Background: an optimization exercise with open tools, aiming at small area, a short achievable clock period and few clock cycles per item. Do not read the settings as production practice.
In this exercise RTL edits were held to simulation tests only and were not proved equivalent to the original.

==> inputs of job 6042 <==
==> flow/design.v <==
module tight_classifier #(
    parameter PAL_CAP = 32,              
    parameter IW      = 5,               
    parameter CW      = 16               
) (
    input  wire              clk,
    input  wire              rst,           
    input  wire              start,
    input  wire [CW-1:0]     npix,          
    input  wire [8:0]        max_colors,    
    output wire              start_ready,
    input  wire              pix_valid,
    input  wire [23:0]       pix_data,
    output wire              pix_ready,
    output reg               done,
    output reg  [2:0]        kind,
    output wire [23:0]       color0,        
    output wire [23:0]       color1,        
    output wire [CW-1:0]     count0,
    output wire [CW-1:0]     count1,
    output wire [IW:0]       ncolors,       
    input  wire [IW-1:0]     rd_idx,
    output wire [23:0]       rd_color,
    output wire [CW-1:0]     rd_count
);
    localparam K_EMPTY     = 3'd0;
    localparam K_SOLID     = 3'd1;
    localparam K_TWOCOLOR  = 3'd2;
    localparam K_PALETTE   = 3'd3;
    localparam K_TRUECOLOR = 3'd4;
    localparam ST_IDLE = 2'd0;
    localparam ST_PIX  = 2'd1;    
    localparam ST_FIN  = 2'd2;    
    reg [1:0]     state;
    reg [CW-1:0]  remaining;      
    reg [IW:0]    maxc;           
    reg           abandoned;
    reg [23:0]    col [0:PAL_CAP-1];
    reg [CW-1:0]  cnt [0:PAL_CAP-1];
    reg [IW:0]    nslots;         
    reg [IW:0]    nres;           
    reg           c0pos;          
    reg           s2v;
    reg           s2new;
    reg [PAL_CAP-1:0] sel2;       
    reg [23:0]    p2;             
    assign start_ready = (state == ST_IDLE);
    assign pix_ready   = (state == ST_PIX);
    wire pix_take = pix_valid && (state == ST_PIX);
    wire do_ins   = pix_take && !abandoned;
    integer k;
    reg [PAL_CAP-1:0] valid;
    always @(*)
        for (k = 0; k < PAL_CAP; k = k + 1)
            valid[k] = (nslots > k);
    reg [CW-1:0]      c2;         
    reg [23:0]        col_j;      
    reg [PAL_CAP-1:0] eq, head, le, shift, cnt_we;
    wire              hitop = s2v && !s2new;
    wire              eq01  = (cnt[0] == cnt[1]);
    wire              fix   = s2v && s2new && sel2[2] && eq01 && c0pos;
    always @(*) begin
        c2    = {CW{1'b0}};
        col_j = 24'd0;
        for (k = 0; k < PAL_CAP; k = k + 1) begin
            c2    = c2    | (cnt[k] & {CW{sel2[k]}});
            col_j = col_j | (col[k] & {24{sel2[k]}});
        end
        if (s2new) c2 = {CW{1'b0}};
        for (k = 0; k < PAL_CAP; k = k + 1)
            eq[k] = valid[k] && (cnt[k] == c2);
        for (k = 0; k < PAL_CAP; k = k + 1) begin
            head[k] = eq[k] && ((k == 0) ? 1'b1 : !eq[(k == 0) ? 0 : k - 1]);
            le[k]   = |(sel2 >> k);
        end
        for (k = 0; k < PAL_CAP; k = k + 1) begin
            shift[k]  = (hitop && eq[k] && !head[k] && le[k]) || (fix && k == 1);
            cnt_we[k] = s2v && (s2new ? sel2[k] : head[k]);
        end
    end
    wire [CW-1:0] c2_inc = c2 + 1'b1;
    wire [23:0]   bcast  = s2new ? p2 : col_j;
    wire [PAL_CAP-1:0] newpos = s2new ? sel2 : head;
    reg [PAL_CAP-1:0] m, m_rot, onehot_n;
    always @(*) begin
        for (k = 0; k < PAL_CAP; k = k + 1) begin
            m[k]        = valid[k] && (col[k] == pix_data);
            onehot_n[k] = (nres == k);
        end
        for (k = 0; k < PAL_CAP; k = k + 1) begin
            if (shift[k])
                m_rot[k] = m[(k == 0) ? 0 : k - 1];
            else if (hitop && head[k])
                m_rot[k] = 1'b0;          
            else if (fix && k == 0)
                m_rot[k] = m[1];
            else
                m_rot[k] = m[k];
        end
    end
    wire same   = s2v && (pix_data == p2);
    wire hit    = same || (|m);
    wire full   = (nres != 0) && (nres >= maxc);
    wire ab_now = do_ins && !hit && full;
    wire alloc  = do_ins && !hit && !full;
    always @(posedge clk) begin
        if (rst) begin
            state <= ST_IDLE;
            done  <= 1'b0;
            s2v   <= 1'b0;
        end else begin
            done <= 1'b0;
            s2v  <= do_ins && !ab_now;
            if (alloc)
                nres <= nres + 1'b1;
            if (ab_now)
                abandoned <= 1'b1;
            if (s2v && s2new)
                nslots <= nslots + 1'b1;
            case (state)
            ST_IDLE: begin
                if (start) begin
                    remaining <= npix;
                    maxc      <= (max_colors > PAL_CAP) ? PAL_CAP[IW:0] : max_colors[IW:0];
                    nres      <= 0;
                    nslots    <= 0;
                    abandoned <= 1'b0;
                    if (npix == 0) begin
                        done <= 1'b1;
                        kind <= K_EMPTY;
                    end else begin
                        state <= ST_PIX;
                    end
                end
            end
            ST_PIX: begin
                if (pix_take) begin
                    remaining <= remaining - 1'b1;
                    if (remaining == 1)
                        state <= ST_FIN;
                end
            end
            default: begin
                done  <= 1'b1;
                if (abandoned)      kind <= K_TRUECOLOR;
                else if (nres == 1) kind <= K_SOLID;
                else if (nres == 2) kind <= K_TWOCOLOR;
                else                kind <= K_PALETTE;
                state <= ST_IDLE;
            end
            endcase
        end
    end
    always @(posedge clk) begin
        sel2  <= (!rst && do_ins && !ab_now) ?
                 (same ? newpos : (hit ? m_rot : onehot_n)) : {PAL_CAP{1'b0}};
        s2new <= !hit;
        p2    <= pix_data;
        for (k = 0; k < PAL_CAP; k = k + 1) begin
            if (cnt_we[k])
                cnt[k] <= c2_inc;
            if (k == 0) begin
                if (fix)
                    col[0] <= col[1];
                else if (cnt_we[0])
                    col[0] <= bcast;
            end else begin
                if (shift[k])
                    col[k] <= col[(k == 0) ? 0 : k - 1];
                else if (cnt_we[k])
                    col[k] <= bcast;
            end
        end
        if (s2v && s2new && sel2[0])
            c0pos <= 1'b0;
        else if (hitop && head[0] && sel2[1])
            c0pos <= !c0pos;
    end
    wire swap = (kind == K_TWOCOLOR) && eq01 && c0pos;
    assign color0  = swap ? col[1] : col[0];
    assign color1  = swap ? col[0] : col[1];
    assign count0  = cnt[0];
    assign count1  = cnt[1];
    assign ncolors = nres;
    assign rd_color = col[rd_idx];
    assign rd_count = cnt[rd_idx];
endmodule
==> flow/run.sh <==
#!/bin/bash
# synth_recipe.tcl (not shown) runs the flow's synth.tcl, then flattens the netlist and writes it again
# the make line also repeats each setting of config.mk as NAME=value (left out here)
make -C /OpenROAD-flow-scripts/flow DESIGN_CONFIG=/design/flow/config.mk WORK_HOME=/design/flow/orfs CLKGATE_MAP_FILE= SYNTH_SCRIPT=/design/flow/synth_recipe.tcl finish
==> flow/config.mk <==
export PLATFORM = sky130hd
export DESIGN_NAME = tight_classifier
export DESIGN_NICKNAME = tight_classifier
export VERILOG_FILES = /design/flow/design.v
export SDC_FILE = /design/flow/constraint.sdc
export NUM_CORES = 4
export LEC_CHECK = 0
export CAP_MARGIN = 20
export CORE_MARGIN = 2
export CORE_UTILIZATION = 30
export SETUP_SLACK_MARGIN = 4.0
export SLEW_MARGIN = 20
==> flow/constraint.sdc <==
create_clock -name core_clock -period 10.0 [get_ports {clk}]
set_input_delay 2.0000 -clock core_clock [delete_from_list [all_inputs] [get_ports {clk}]]
set_output_delay 2.0000 -clock core_clock [all_outputs]
set_load 0.01 [all_outputs]
==> inputs of job 2083, as changes to job 6042 <==
--- a/flow/design.v
+++ b/flow/design.v
@@ -41,4 +41,5 @@
     reg [IW:0]    nres;           
     reg           c0pos;          
+    reg [PAL_CAP-1:0] tie;        
     reg           s2v;
     reg           s2new;
@@ -55,30 +56,32 @@
             valid[k] = (nslots > k);
     reg [CW-1:0]      c2;         
-    reg [23:0]        col_j;      
-    reg [PAL_CAP-1:0] eq, head, le, shift, cnt_we;
+    reg [PAL_CAP-1:0] x, head, le, shift, cnt_we, hpos;
+    reg [CW-1:0]      cprev;      
     wire              hitop = s2v && !s2new;
-    wire              eq01  = (cnt[0] == cnt[1]);
+    wire              eq01  = tie[1];
     wire              fix   = s2v && s2new && sel2[2] && eq01 && c0pos;
     always @(*) begin
-        c2    = {CW{1'b0}};
-        col_j = 24'd0;
+        c2 = {CW{1'b0}};
+        for (k = 0; k < PAL_CAP; k = k + 1)
+            c2 = c2 | (cnt[k] & {CW{sel2[k]}});
+        if (s2new) c2 = {CW{1'b0}};
         for (k = 0; k < PAL_CAP; k = k + 1) begin
-            c2    = c2    | (cnt[k] & {CW{sel2[k]}});
-            col_j = col_j | (col[k] & {24{sel2[k]}});
-        end
-        if (s2new) c2 = {CW{1'b0}};
-        for (k = 0; k < PAL_CAP; k = k + 1)
-            eq[k] = valid[k] && (cnt[k] == c2);
-        for (k = 0; k < PAL_CAP; k = k + 1) begin
-            head[k] = eq[k] && ((k == 0) ? 1'b1 : !eq[(k == 0) ? 0 : k - 1]);
-            le[k]   = |(sel2 >> k);
+            le[k] = |(sel2 >> k);
+            x[k]  = le[k] && !tie[k];
         end
         for (k = 0; k < PAL_CAP; k = k + 1) begin
-            shift[k]  = (hitop && eq[k] && !head[k] && le[k]) || (fix && k == 1);
+            head[k] = x[k] && !(|(x >> (k + 1)));
+        end
+        for (k = 0; k < PAL_CAP; k = k + 1) begin
+            shift[k]  = (hitop && le[k] && !x[k] && !(|(x >> (k + 1)))) || (fix && k == 1);
             cnt_we[k] = s2v && (s2new ? sel2[k] : head[k]);
+            hpos[k]   = s2new ? sel2[k] : head[k];
         end
+        cprev = {CW{1'b0}};
+        for (k = 0; k < PAL_CAP - 1; k = k + 1)
+            cprev = cprev | (cnt[k] & {CW{hpos[k+1]}});
     end
+    wire tie_h = (cprev == c2 + 1'b1);
     wire [CW-1:0] c2_inc = c2 + 1'b1;
-    wire [23:0]   bcast  = s2new ? p2 : col_j;
     wire [PAL_CAP-1:0] newpos = s2new ? sel2 : head;
     reg [PAL_CAP-1:0] m, m_rot, onehot_n;
@@ -164,12 +167,20 @@
                     col[0] <= col[1];
                 else if (cnt_we[0])
-                    col[0] <= bcast;
+                    col[0] <= p2;
             end else begin
                 if (shift[k])
                     col[k] <= col[(k == 0) ? 0 : k - 1];
                 else if (cnt_we[k])
-                    col[k] <= bcast;
+                    col[k] <= p2;
             end
         end
+        if (s2v)
+            for (k = 1; k < PAL_CAP; k = k + 1) begin
+                if (hpos[k])
+                    tie[k] <= tie_h;
+                else if (hpos[k-1])
+                    tie[k] <= 1'b0;
+            end
+        tie[0] <= 1'b0;
         if (s2v && s2new && sel2[0])
             c0pos <= 1'b0;
==> notes <==
Job 2083 finished with timing, DRC and antenna clean. Job 6042 stopped in global routing on GRT-0116. Synthesized cell count: job 2083 is lower than job 6042 (about 16%). Between job 2083 and job 6042, the lower area after synthesis is in job 2083 (gap 3.8%, measured against job 6042).
Testbench counts of job 6042, summed over its fixed seeds: cycles 467,251, pixels 466,131.
Testbench counts of job 2083, summed over its fixed seeds: cycles 467,251, pixels 466,131.

[afterwards: timing with drivers on the ports]
Ports are ideal in the flow. The routed layout listed here was re-timed in OpenROAD. Step 1: set_driving_cell puts a clkbuf_16 on clk and a buf_2 on each other input, an assumption about the parent block. Step 2 times the ports against the registers' clock, not the clock port: input delays grow and output delays shrink by t, the midpoint of the rising clock arrivals with the driver on. a / b / c = ideal ports / drivers / drivers and shift; a / b = the first two.
run: job 2083
t, ns: 1.006
setup slack, ns: 3.649 / 3.467 / 2.821
hold slack, ns: 0.448 / 0.448 / 0.448
worst setup path after step 2: input to register
After both steps job 2083 still meets setup and hold. The setup slack of job 2083 moves by -0.182 ns with the drivers and by -0.828 ns with both steps.
